This design comes from an exercise in tuning for small area on the open sky130 flow, not from production work.
In this exercise RTL edits were held to simulation tests only and were not proved equivalent to the original.
No activity file was given, so power comes from the tool's default toggle rates.

==> inputs of trial 63 <==
==> flow/design.v <==
module mpc_codec (
    input  wire       clk,
    input  wire       rst,           
    input  wire [1:0] d_op,          
    input  wire [7:0] d_data,        
    output wire [1:0] d_cnt,         
    output wire [7:0] d_char0,
    output wire [7:0] d_char1,
    output wire [1:0] d_fault,       
    output wire       d_query,
    input  wire [1:0] e_op,          
    input  wire [7:0] e_char,
    output wire [1:0] e_cnt,         
    output wire [7:0] e_byte0,
    output wire [7:0] e_byte1,
    output wire [7:0] e_byte2,
    output wire       e_fault,       
    output wire [2:0] s_ustate,
    output wire [7:0] s_buf2,
    output wire       s_packing,
    output wire       s_pend_valid,
    output wire [7:0] s_pend
);
    localparam [2:0] ST_IDLE   = 3'd0;    
    localparam [2:0] ST_LIT1   = 3'd1;    
    localparam [2:0] ST_LIT1B2 = 3'd2;    
    localparam [2:0] ST_LIT2   = 3'd3;    
    localparam [2:0] ST_CMD    = 3'd4;    
    localparam [1:0] DOP_BYTE   = 2'd1;
    localparam [1:0] DOP_RESET  = 2'd2;
    localparam [1:0] DOP_MANUAL = 2'd3;
    localparam [1:0] EOP_PUSH  = 2'd1;
    localparam [1:0] EOP_FLUSH = 2'd2;
    localparam [2:0] ID_TOGGLE  = 3'd0;
    localparam [2:0] ID_ENABLE  = 3'd1;
    localparam [2:0] ID_DISABLE = 3'd2;
    localparam [2:0] ID_RESET   = 3'd3;
    localparam [2:0] ID_QUERY   = 3'd4;
    localparam [7:0] CMD_TOGGLE  = 8'hFD;
    localparam [7:0] CMD_ENABLE  = 8'hFB;
    localparam [7:0] CMD_DISABLE = 8'hFA;
    localparam [7:0] CMD_RESET   = 8'hF9;
    localparam [7:0] CMD_QUERY   = 8'hF8;
    localparam [127:0] DEC_TABLE = {
        8'h00, 8'h58, 8'h47, 8'h0A, 8'h2E, 8'h39, 8'h38, 8'h37,
        8'h36, 8'h35, 8'h34, 8'h33, 8'h32, 8'h31, 8'h20, 8'h30};
    function [7:0] dec;
        input [3:0] i;
        begin
            dec = DEC_TABLE[{i, 3'b000} +: 8];
        end
    endfunction
    function [3:0] nib;
        input [7:0] c;
        begin
            case (c)
                8'h30: nib = 4'd0;
                8'h20: nib = 4'd1;
                8'h31: nib = 4'd2;
                8'h32: nib = 4'd3;
                8'h33: nib = 4'd4;
                8'h34: nib = 4'd5;
                8'h35: nib = 4'd6;
                8'h36: nib = 4'd7;
                8'h37: nib = 4'd8;
                8'h38: nib = 4'd9;
                8'h39: nib = 4'd10;
                8'h2E: nib = 4'd11;
                8'h0A: nib = 4'd12;
                8'h47: nib = 4'd13;
                8'h58: nib = 4'd14;
                default: nib = 4'hF;
            endcase
        end
    endfunction
    reg [2:0] ustate;
    reg       packing;
    reg [7:0] draw;        
    reg [3:0] bufn;        
    reg [1:0] dk;
    reg       dx, dy;
    reg [2:0] ustate_n;
    reg       packing_n;
    reg [1:0] dk_n;
    reg       dx_n, dy_n;
    wire [7:0] raw = d_data;
    wire [3:0] lo  = raw[3:0];
    wire [3:0] hi  = raw[7:4];
    wire       is_ff = (raw == 8'hFF);
    always @(*) begin
        ustate_n  = ustate;
        packing_n = packing;
        dk_n      = 2'd0;
        dx_n      = 1'b0;
        dy_n      = 1'b0;
        case (d_op)
            DOP_BYTE: begin
                case (ustate)
                    ST_IDLE: begin
                        if (is_ff) begin
                            ustate_n = ST_LIT1;
                        end else if (!packing) begin
                            dk_n = 2'd1;                   
                        end else if (lo != 4'hF && hi != 4'hF) begin
                            dk_n = 2'd2; dy_n = 1'b1;      
                        end else if (hi == 4'hF) begin
                            dk_n = 2'd1; dy_n = 1'b1;      
                            ustate_n = ST_LIT2;
                        end else begin
                            ustate_n = ST_LIT1B2;          
                        end
                    end
                    ST_LIT1: begin
                        if (is_ff) begin
                            ustate_n = ST_CMD;
                        end else if (packing) begin
                            dk_n = 2'd1;                   
                            ustate_n = ST_LIT2;
                        end else begin
                            dk_n = 2'd2; dx_n = 1'b1;      
                            ustate_n = ST_IDLE;
                        end
                    end
                    ST_LIT2: begin
                        if (is_ff) begin
                            dx_n = 1'b1;                   
                            ustate_n = ST_LIT1;
                        end else begin
                            dk_n = 2'd1;                   
                            ustate_n = ST_IDLE;
                        end
                    end
                    ST_LIT1B2: begin
                        if (is_ff) begin
                            dx_n = 1'b1; dy_n = 1'b1;      
                            ustate_n = ST_LIT1;
                        end else begin
                            dk_n = 2'd2;                   
                            ustate_n = ST_IDLE;
                        end
                    end
                    default: begin   
                        if (is_ff) begin
                            dy_n = 1'b1;                   
                        end else begin
                            ustate_n = ST_IDLE;
                            case (raw)
                                CMD_TOGGLE:  packing_n = ~packing;
                                CMD_ENABLE:  packing_n = 1'b1;
                                CMD_DISABLE: packing_n = 1'b0;
                                CMD_RESET:   ;
                                CMD_QUERY:   dk_n = 2'd3;
                                default:     dy_n = 1'b1;  
                            endcase
                        end
                    end
                endcase
            end
            DOP_RESET: begin
                ustate_n = ST_IDLE;
            end
            DOP_MANUAL: begin
                case (d_data[2:0])
                    ID_TOGGLE:  begin packing_n = ~packing; ustate_n = ST_IDLE; end
                    ID_ENABLE:  begin packing_n = 1'b1;     ustate_n = ST_IDLE; end
                    ID_DISABLE: begin packing_n = 1'b0;     ustate_n = ST_IDLE; end
                    ID_RESET:   ustate_n = ST_IDLE;
                    ID_QUERY:   dk_n = 2'd3;
                    default:    ;
                endcase
            end
            default: ;
        endcase
    end
    always @(posedge clk) begin
        if (rst) begin
            ustate  <= ST_IDLE;
            packing <= 1'b0;
            dk      <= 2'd0;
            dx      <= 1'b0;
            dy      <= 1'b0;
        end else begin
            ustate  <= ustate_n;
            packing <= packing_n;
            dk      <= dk_n;
            dx      <= dx_n;
            dy      <= dy_n;
        end
    end
    always @(posedge clk) begin
        draw <= d_data;
        if (ustate != ST_LIT1B2)
            bufn <= d_data[7:4];
    end
    wire [7:0] dec_sel = dec(bufn);
    assign d_cnt   = (dk == 2'd3) ? 2'd0 : dk;
    assign d_query = (dk == 2'd3);
    assign d_fault = (dk == 2'd0) ? {dx, dy} : 2'd0;
    assign d_char0 = dy ? dec(draw[3:0]) : (draw | {8{dx}});
    assign d_char1 = dx ? draw : dec_sel;
    assign s_ustate  = ustate;
    assign s_packing = packing;
    assign s_buf2    = dec_sel;
    reg       pend_valid;
    reg [7:0] pend;        
    reg [7:0] echr;        
    reg       e_emit;      
    reg       e_fl;        
    wire e_push  = (e_op == EOP_PUSH);
    wire e_flush = (e_op == EOP_FLUSH);
    wire c_is_ff = (e_char == 8'hFF);
    always @(posedge clk) begin
        if (rst) begin
            pend_valid <= 1'b0;
            e_emit     <= 1'b0;
            e_fl       <= 1'b0;
        end else begin
            if (e_push && !c_is_ff)
                pend_valid <= ~pend_valid;
            else if (e_flush)
                pend_valid <= 1'b0;
            e_emit <= pend_valid && ((e_push && !c_is_ff) || e_flush);
            e_fl   <= e_push ? c_is_ff : (e_flush && pend_valid);
        end
    end
    always @(posedge clk) begin
        echr <= e_char;
        if (!pend_valid)
            pend <= e_char;
    end
    wire [3:0] n1 = nib(pend);
    wire [3:0] n2 = nib(echr);
    wire       f1 = (n1 == 4'hF);
    wire       f2 = (n2 == 4'hF) && !e_fl;
    assign e_fault = !e_emit && e_fl;
    assign e_cnt   = {e_emit & (f1 | f2), e_emit & ~(f1 ^ f2)};
    assign e_byte0 = {n2 | {4{e_fl}}, n1};
    assign e_byte1 = f1 ? pend : echr;
    assign e_byte2 = echr;
    assign s_pend_valid = pend_valid;
    assign s_pend       = pend;
endmodule
==> flow/flow/run.sh <==
#!/bin/bash
# Own layout flow: the standard synthesis, then the combinational logic
# re-mapped with a stronger ABC script (registers kept by name and cell type),
# then the standard layout with the smallest buffer on the ports.
set -euo pipefail
W=$PWD
R=$W/orfs/results/$FLOW_PLATFORM/mpc_codec/base
LIB=$FLOW_HOME/platforms/$FLOW_PLATFORM/lib/sky130_fd_sc_hd__tt_025C_1v80.lib

bash standard.sh synth > $W/1_standard_synth.log 2>&1
cp $R/1_2_yosys.v $W/standard_synth.v

# ABC's deep synthesis is randomised: run it with eight seeds, four at a
# time, and keep the smallest netlist
for wave in "1 2 3 4" "5 6 7 8"; do
  for s in $wave; do
    sed "s/@SEED@/$s/" $W/flow/remap.abc.in > $W/remap_$s.abc
    REMAP_LIB=$LIB REMAP_IN=$W/standard_synth.v REMAP_OUT=$W/remapped_$s.v REMAP_TOP=$FLOW_TOP \
    REMAP_ABC=$W/remap_$s.abc REMAP_STAT=$W/remap_stat_$s.txt \
      yosys -c $W/flow/remap.tcl > $W/2_remap_$s.log 2>&1 &
  done
  wait
done
best=$(for s in 1 2 3 4 5 6 7 8; do
  a=$(awk '/Chip area/ {print $NF}' $W/remap_stat_$s.txt 2>/dev/null || true)
  [[ -n "$a" ]] && echo "$a $s"
done | sort -g | head -1 | cut -d' ' -f2)
echo "remap: best seed ${best:-none}" > $W/2_remap_choice.log
if [[ -n "$best" ]]; then
  cp $W/remapped_$best.v $W/remapped.v
  cp $W/remapped.v $R/1_2_yosys.v
fi
rm -f $R/1_synth.odb
export BUFFER_PORTS_ARGS="-buffer_cell sky130_fd_sc_hd__buf_1"
export CTS_ARGS="-sink_clustering_enable -repair_clock_nets -buf_list sky130_fd_sc_hd__clkbuf_4 -sink_clustering_size 14 -sink_clustering_max_diameter 100 -dont_use_dummy_load"
bash standard.sh > $W/3_standard_layout.log 2>&1
==> flow/flow/remap.abc.in <==
strash
&get -n
&st
&deepsyn -T 30 -S @SEED@
&dch -f
&nf -R 1000
&put
==> flow/flow/remap.tcl <==
# Re-map the combinational logic of the standard synthesis netlist with a
# stronger ABC script. Registers (and tie cells) are kept as instances, so
# their names and cell types stay those of the standard synthesis.
yosys -import
set lib $::env(REMAP_LIB)
read_liberty -ignore_miss_func $lib
set keep [list sky130_fd_sc_hd__dfxtp_1 sky130_fd_sc_hd__edfxtp_1 sky130_fd_sc_hd__dfrtp_1 \
             sky130_fd_sc_hd__dfstp_1 sky130_fd_sc_hd__sdfxtp_1 sky130_fd_sc_hd__conb_1]
foreach m $keep {
  catch {setattr -mod -set keep_hierarchy 1 $m}
}
read_verilog $::env(REMAP_IN)
hierarchy -top $::env(REMAP_TOP)
flatten
# wires inside the flattened library cells
yosys rename -hide w:*.*
opt -purge
set dont {-dont_use *probe* -dont_use *lpflow*}
abc -script $::env(REMAP_ABC) -liberty $lib {*}$dont
foreach m $keep { blackbox $m }
hierarchy -top $::env(REMAP_TOP)
opt_clean -purge
splitnets
opt_clean -purge
hilomap -singleton -hicell sky130_fd_sc_hd__conb_1 HI -locell sky130_fd_sc_hd__conb_1 LO
insbuf -buf sky130_fd_sc_hd__buf_1 A X
# the check refuses names with '/' or ':'
# left out here: hide names made inside functions
tee -o $::env(REMAP_STAT) stat -top $::env(REMAP_TOP) -liberty $lib
write_verilog -noattr -nohex -nodec $::env(REMAP_OUT)
==> flow/standard.sh <==
#!/bin/bash
# synth_recipe.tcl (not shown) runs the flow's synth.tcl, then flattens the netlist and writes it again
# the make line also repeats each setting of config.mk as NAME=value (left out here)
make -C /OpenROAD-flow-scripts/flow DESIGN_CONFIG=/design/flow/config.mk WORK_HOME=/design/flow/orfs CLKGATE_MAP_FILE= SYNTH_SCRIPT=/design/flow/synth_recipe.tcl "${@:-finish}"
==> flow/config.mk <==
export PLATFORM = sky130hd
export DESIGN_NAME = mpc_codec
export DESIGN_NICKNAME = mpc_codec
export VERILOG_FILES = /design/flow/design.v
export SDC_FILE = /design/flow/constraint.sdc
export NUM_CORES = 4
export LEC_CHECK = 0
export ABC_AREA = 1
export CAP_MARGIN = 20
export CORE_MARGIN = 2
export CORE_UTILIZATION = 40
export SLEW_MARGIN = 20
==> flow/constraint.sdc <==
create_clock -name core_clock -period 10.0 [get_ports {clk}]
set_input_delay 2.0000 -clock core_clock [delete_from_list [all_inputs] [get_ports {clk}]]
set_output_delay 2.0000 -clock core_clock [all_outputs]
set_load 0.01 [all_outputs]
==> build 96: changes against trial 63 <==
==> flow/flow/run.sh (replaced) <==
#!/bin/bash
# Own layout flow: the standard synthesis, then the combinational logic
# re-mapped with a stronger ABC script (registers kept by name and cell type),
# then the standard layout with the smallest buffer on the ports.
set -euo pipefail
W=$PWD
R=$W/orfs/results/$FLOW_PLATFORM/mpc_codec/base
LIB=$FLOW_HOME/platforms/$FLOW_PLATFORM/lib/sky130_fd_sc_hd__tt_025C_1v80.lib

bash standard.sh synth > $W/1_standard_synth.log 2>&1
cp $R/1_2_yosys.v $W/standard_synth.v

REMAP_LIB=$LIB REMAP_IN=$W/standard_synth.v REMAP_OUT=$W/remapped.v REMAP_TOP=$FLOW_TOP \
REMAP_ABC=$W/flow/remap.abc REMAP_STAT=$W/remap_stat.txt \
  yosys -c $W/flow/remap.tcl > $W/2_remap.log 2>&1

cp $W/remapped.v $R/1_2_yosys.v
rm -f $R/1_synth.odb
export BUFFER_PORTS_ARGS="-buffer_cell sky130_fd_sc_hd__buf_1"
bash standard.sh > $W/3_standard_layout.log 2>&1
==> flow/flow/remap.abc (new file) <==
strash
&get -n
&st
&deepsyn -T 20
&dch -f
&nf -R 1000
&put
--- a/flow/config.mk
+++ b/flow/config.mk
@@ -9,4 +9,6 @@
 export CAP_MARGIN = 20
 export CORE_MARGIN = 2
 export CORE_UTILIZATION = 40
+export CTS_BUF_LIST = sky130_fd_sc_hd__clkbuf_4
+export CTS_CLUSTER_SIZE = 20
 export SLEW_MARGIN = 20
removed: flow/flow/remap.abc.in
==> trial 6: changes against trial 63 <==
==> flow/flow/run.sh (replaced) <==
#!/bin/bash
# Own layout flow: the standard synthesis, then the combinational logic
# re-mapped with a stronger ABC script (registers kept by name and cell type),
# then the standard layout with the smallest buffer on the ports.
set -euo pipefail
W=$PWD
R=$W/orfs/results/$FLOW_PLATFORM/mpc_codec/base
LIB=$FLOW_HOME/platforms/$FLOW_PLATFORM/lib/sky130_fd_sc_hd__tt_025C_1v80.lib

bash standard.sh synth > $W/1_standard_synth.log 2>&1
cp $R/1_2_yosys.v $W/standard_synth.v

REMAP_LIB=$LIB REMAP_IN=$W/standard_synth.v REMAP_OUT=$W/remapped.v REMAP_TOP=$FLOW_TOP \
REMAP_ABC=$W/flow/remap.abc REMAP_STAT=$W/remap_stat.txt \
  yosys -c $W/flow/remap.tcl > $W/2_remap.log 2>&1

cp $W/remapped.v $R/1_2_yosys.v
rm -f $R/1_synth.odb
export BUFFER_PORTS_ARGS="-buffer_cell sky130_fd_sc_hd__buf_1"
export CTS_ARGS="-sink_clustering_enable -repair_clock_nets -buf_list sky130_fd_sc_hd__clkbuf_4 -sink_clustering_size 20 -dont_use_dummy_load"
bash standard.sh > $W/3_standard_layout.log 2>&1
==> flow/flow/remap.abc (new file) <==
strash
&get -n
&st
&deepsyn -T 20
&dch -f
&nf -R 1000
&put
removed: flow/flow/remap.abc.in
==> notes.md <==
metric	build 96	trial 63	trial 6
Run status	no timing/DRC/antenna violations	no timing/DRC/antenna violations	no timing/DRC/antenna violations
Sequential fraction of total cell area	35.6%	36.3%	35.9%
Data arrival time of the critical path	2.82 ns	2.75 ns	2.81 ns
Effective utilization at floorplan	40.7%	42.1%	40.7%
Setup crit end	e_byte0[3]	e_cnt[0]	e_byte0[3]
WL per Instance	12.8 microns	12.7 microns	12.8 microns
Area taken by multi-input logic gates	1120 sq um	1090 sq um	1120 sq um
Setup slack of the critical path after layout	5.18 ns	5.25 ns	5.19 ns
Met1 wire length	2.50 mm	2.50 mm	2.54 mm
Met2 wire length	2.35 mm	2.22 mm	2.29 mm
Launching point of the worst reg2reg path	pend_valid	ustate[2]	pend_valid
Cell-internal power	0.230 mW	0.221 mW	0.220 mW
Aggregate global-route resource usage	17.2%	17.3%	17.2%
# rows	26	25	26
Clock buffers and inverters, area share	2.28%	1.51%	1.50%
Met2 layer usage reported by global route	25.5%	24.7%	25.5%
Number of placed cells counting well taps	396	393	396

[what the ideal ports hide]
The results above use ideal ports. As a check the final layouts listed here were re-extracted and re-timed, cells and wires unchanged.
Step 1 assumes that a clkbuf_16 drives the clock port and a buf_2 every other input.
Step 2, shift: input delay + t, output delay - t, t = (earliest + latest rising clock arrival at the registers) / 2. This alone moves slack from input paths to output paths.
Slacks: ideal ports / drivers / drivers and shift; pairs: ideal ports / drivers.
| run | t (ns) | setup slack, ns | worst hold slack (ns) | worst setup path at the end | worst slew at a driven data input, ns |
|---|---|---|---|---|---|
| trial 63 | 0.346 | 5.245 / 5.223 / 5.568 | 0.524 / 0.524 / 0.524 | register to output | 0.03 |
| build 96 | 0.358 | 5.177 / 5.152 / 5.511 | 0.587 / 0.587 / 0.587 | register to output | 0.04 |
| trial 6 | 0.353 | 5.185 / 5.161 / 5.515 | 0.585 / 0.585 / 0.585 | register to output | 0.04 |
After both steps every run listed still meets setup and hold.
